This is an optimization exercise on Yosys and OpenROAD, whose aim is small area, a short achievable clock period and few clock cycles, not a production implementation. Only simulation tests tie the RTL to the original design; equivalence was not proved. Power figures rest on the tool's default switching activity, not on a simulated workload.

Setup of v6:
==> flow/design.v (excerpt) <==
module modbus_rtu (
    input  wire        clk,
    input  wire        rst,
    input  wire        tick,
    input  wire        rx_valid,
    input  wire [7:0]  rx_data,
    input  wire        tx_ready,
    input  wire        bus_sel,
    input  wire        bus_we,
    input  wire [1:0]  bus_size,
    input  wire [11:0] bus_addr,
    input  wire [31:0] bus_wdata,
    output reg         done,
    output reg  [31:0] bus_rdata,
    output reg         bus_err,
    output reg         tx_valid,
    output reg  [7:0]  tx_data,
    output wire        irq,
    output wire        rx_enable
);
Size in the first run: ~64000 µm² of cells after synthesis.
export LEC_CHECK = 0
export CAP_MARGIN = 20
export CORE_MARGIN = 2
export CORE_UTILIZATION = 40
export CTS_CLUSTER_DIAMETER = 70
export CTS_CLUSTER_SIZE = 24
export SLEW_MARGIN = 20
create_clock -name core_clock -period 10.0 [get_ports {clk}]
standard.sh (not shown) runs the stock make flow with config.mk's settings and CLKGATE_MAP_FILE= SYNTH_SCRIPT=/design/flow/synth_recipe.tcl, a recipe that flattens the netlist after the stock synthesis.
==> flow/flow/run.sh <==
#!/bin/bash
set -euo pipefail
export SETUP_SLACK_MARGIN=5.5
bash standard.sh > standard.log 2>&1
Testbench counts of v6, summed over its fixed seeds: cycles 10,758.
Modified inputs, v7 compared to v6
==> flow/flow/run.sh <==
#!/bin/bash
set -euo pipefail
export SETUP_SLACK_MARGIN=5.75
bash standard.sh > standard.log 2>&1
--- outcome ---
- Comparing v6 and v7, the lower power in combinational cells was measured on v6.
- On multi-input logic cell count, v7 tracks v6 almost exactly.
- Changes observed in v7 relative to v6: final setup slack of the worst path climbed 88 ps, count of port buffers added during placement essentially unchanged, number of cells on the worst reg-to-reg path shows an increase of 1, design area climbed about 4.4%.
- Compared v7 vs v6, and amount of wire on met3 after detailed routing is up in v7.

* * *

## build 79
Another version of the RTL of modbus_rtu (not shown whole).
Size: about 1400 flip-flops, about 110 I/O pins.
export LEC_CHECK = 0
export CAP_MARGIN = 20
export CORE_MARGIN = 2
export CORE_UTILIZATION = 40
export CTS_CLUSTER_DIAMETER = 70
export CTS_CLUSTER_SIZE = 24
export SLEW_MARGIN = 20
create_clock -name core_clock -period 10.0 [get_ports {clk}]
==> flow/flow/run.sh <==
#!/bin/bash
set -euo pipefail
export SETUP_SLACK_MARGIN=6
export BUFFER_PORTS_ARGS="-buffer_cell sky130_fd_sc_hd__buf_4"
bash standard.sh > standard.log 2>&1
Testbench counts of build 79, summed over its fixed seeds: cycles 10,758.
Relative to build 79, the following input files were edited for build 27:
Settings: swapping 40 for 45 in CORE_UTILIZATION.
--- a/flow/flow/run.sh
+++ b/flow/flow/run.sh
@@ -3 +3 @@
-export SETUP_SLACK_MARGIN=6
+export SETUP_SLACK_MARGIN=5.75
Findings:
- Both conditions hold for build 27: the flow ran to the end and the final layout passed the timing, design-rule and antenna checks.
- Build 79: done, clean on timing, DRC and antenna
- Diff build 79 -> build 27 | total length of routed wires | decrease of 1.1%
- | via count | higher: build 79 |
- Looking at relative slew slack, build 27 sits 1.4 points below build 79.
- Compared with build 79, build 27 shows fraction of area in registers higher by 2.5 points.
- Build 27 reports a higher switching share of power than build 79 does.
- Compared with build 79, build 27 shows a switching power total that is about 0.75% higher.
- Maximum clock rate shrinks by a few percent when moving from build 79 to build 27.
[inputs] build 20 vs build 27
Settings: changing CORE_UTILIZATION from 45 to 40.
--- outcome ---
- Build 27 ended with every stage complete and zero timing, DRC or antenna violations.
- Build 20 finished every stage and its layout cleared the timing, design-rule and antenna checks.
- Of the two candidates, build 27 has the better setup slack and build 20 the worse one.
- The lower clock-buffer cell count of build 20 and build 27 is in build 27.
- The largest fanout of any net on the critical path of build 20 exceeds that of build 27 by 15.
- Compared with build 27, in build 20 signed area change from the synthesized netlist to the final layout increased 0.19 points, switching part of the total essentially unchanged, static leakage power essentially unchanged.
Relative to build 20, the following input files were edited for build 91:
Settings: CORE_UTILIZATION changed from 40 to 45.
--- a/flow/flow/run.sh
+++ b/flow/flow/run.sh
@@ -3 +3 @@
-export SETUP_SLACK_MARGIN=5.75
+export SETUP_SLACK_MARGIN=6
Results
Die area went down by more than 10% going from build 20 to build 91.
Build 20 -> build 91: combined flip-flop and latch cell area flat
Delta (build 91 minus build 20): share of the core filled with cells has increased, number of cell instances on the worst register-to-register path climbed 1, worst path setup slack after routing now sits higher, met2 routing resource usage after global routing up 4.1 points.
The first-iteration DRC count of build 91 is lower than that of build 20.
Proportion of cell area occupied by registers (lower): build 91
Looking at maximum resistive drop on vdd, build 91 sits above build 20.

-- static timing again, ports no longer ideal --
How much do the figures lean on ideal ports? The routed layouts below were timed once more, with nothing changed but the port constraints.
Step 1 (the two cells are an assumption about what drives the block):
set clk [get_ports {clk}]
set_driving_cell -lib_cell sky130_fd_sc_hd__clkbuf_16 $clk
set_driving_cell -lib_cell sky130_fd_sc_hd__buf_2 [delete_from_list [all_inputs] $clk]
Step 2 moves the port delays by t, midway between the first and last clock arrival at a register: inputs arrive t later, outputs are due t later. That takes back most of the time a late clock gives input paths.
a / b / c = ideal ports / drivers / drivers and shift; a / b = the first two.
run | t (ns) | setup WS [ns] | latest minus earliest clock arrival (ns)
v6 | 0.839 | 5.299 / 5.362 / 4.523 | 0.060 / 0.060
v7 | 0.848 | 5.387 / 5.426 / 4.578 | 0.074 / 0.074
build 79 | 0.830 | 5.754 / 5.732 / 4.902 | 0.090 / 0.090
build 27 | 0.818 | 5.627 / 5.551 / 4.733 | 0.050 / 0.050
build 20 | 0.838 | 5.589 / 5.647 / 4.809 | 0.100 / 0.099
build 91 | 0.833 | 5.772 / 5.650 / 4.817 | 0.058 / 0.058
After both steps setup and hold are still met in every run listed. The setup slack of build 91, which loses most, moves by -0.122 ns with the drivers and by -0.955 ns with both steps.
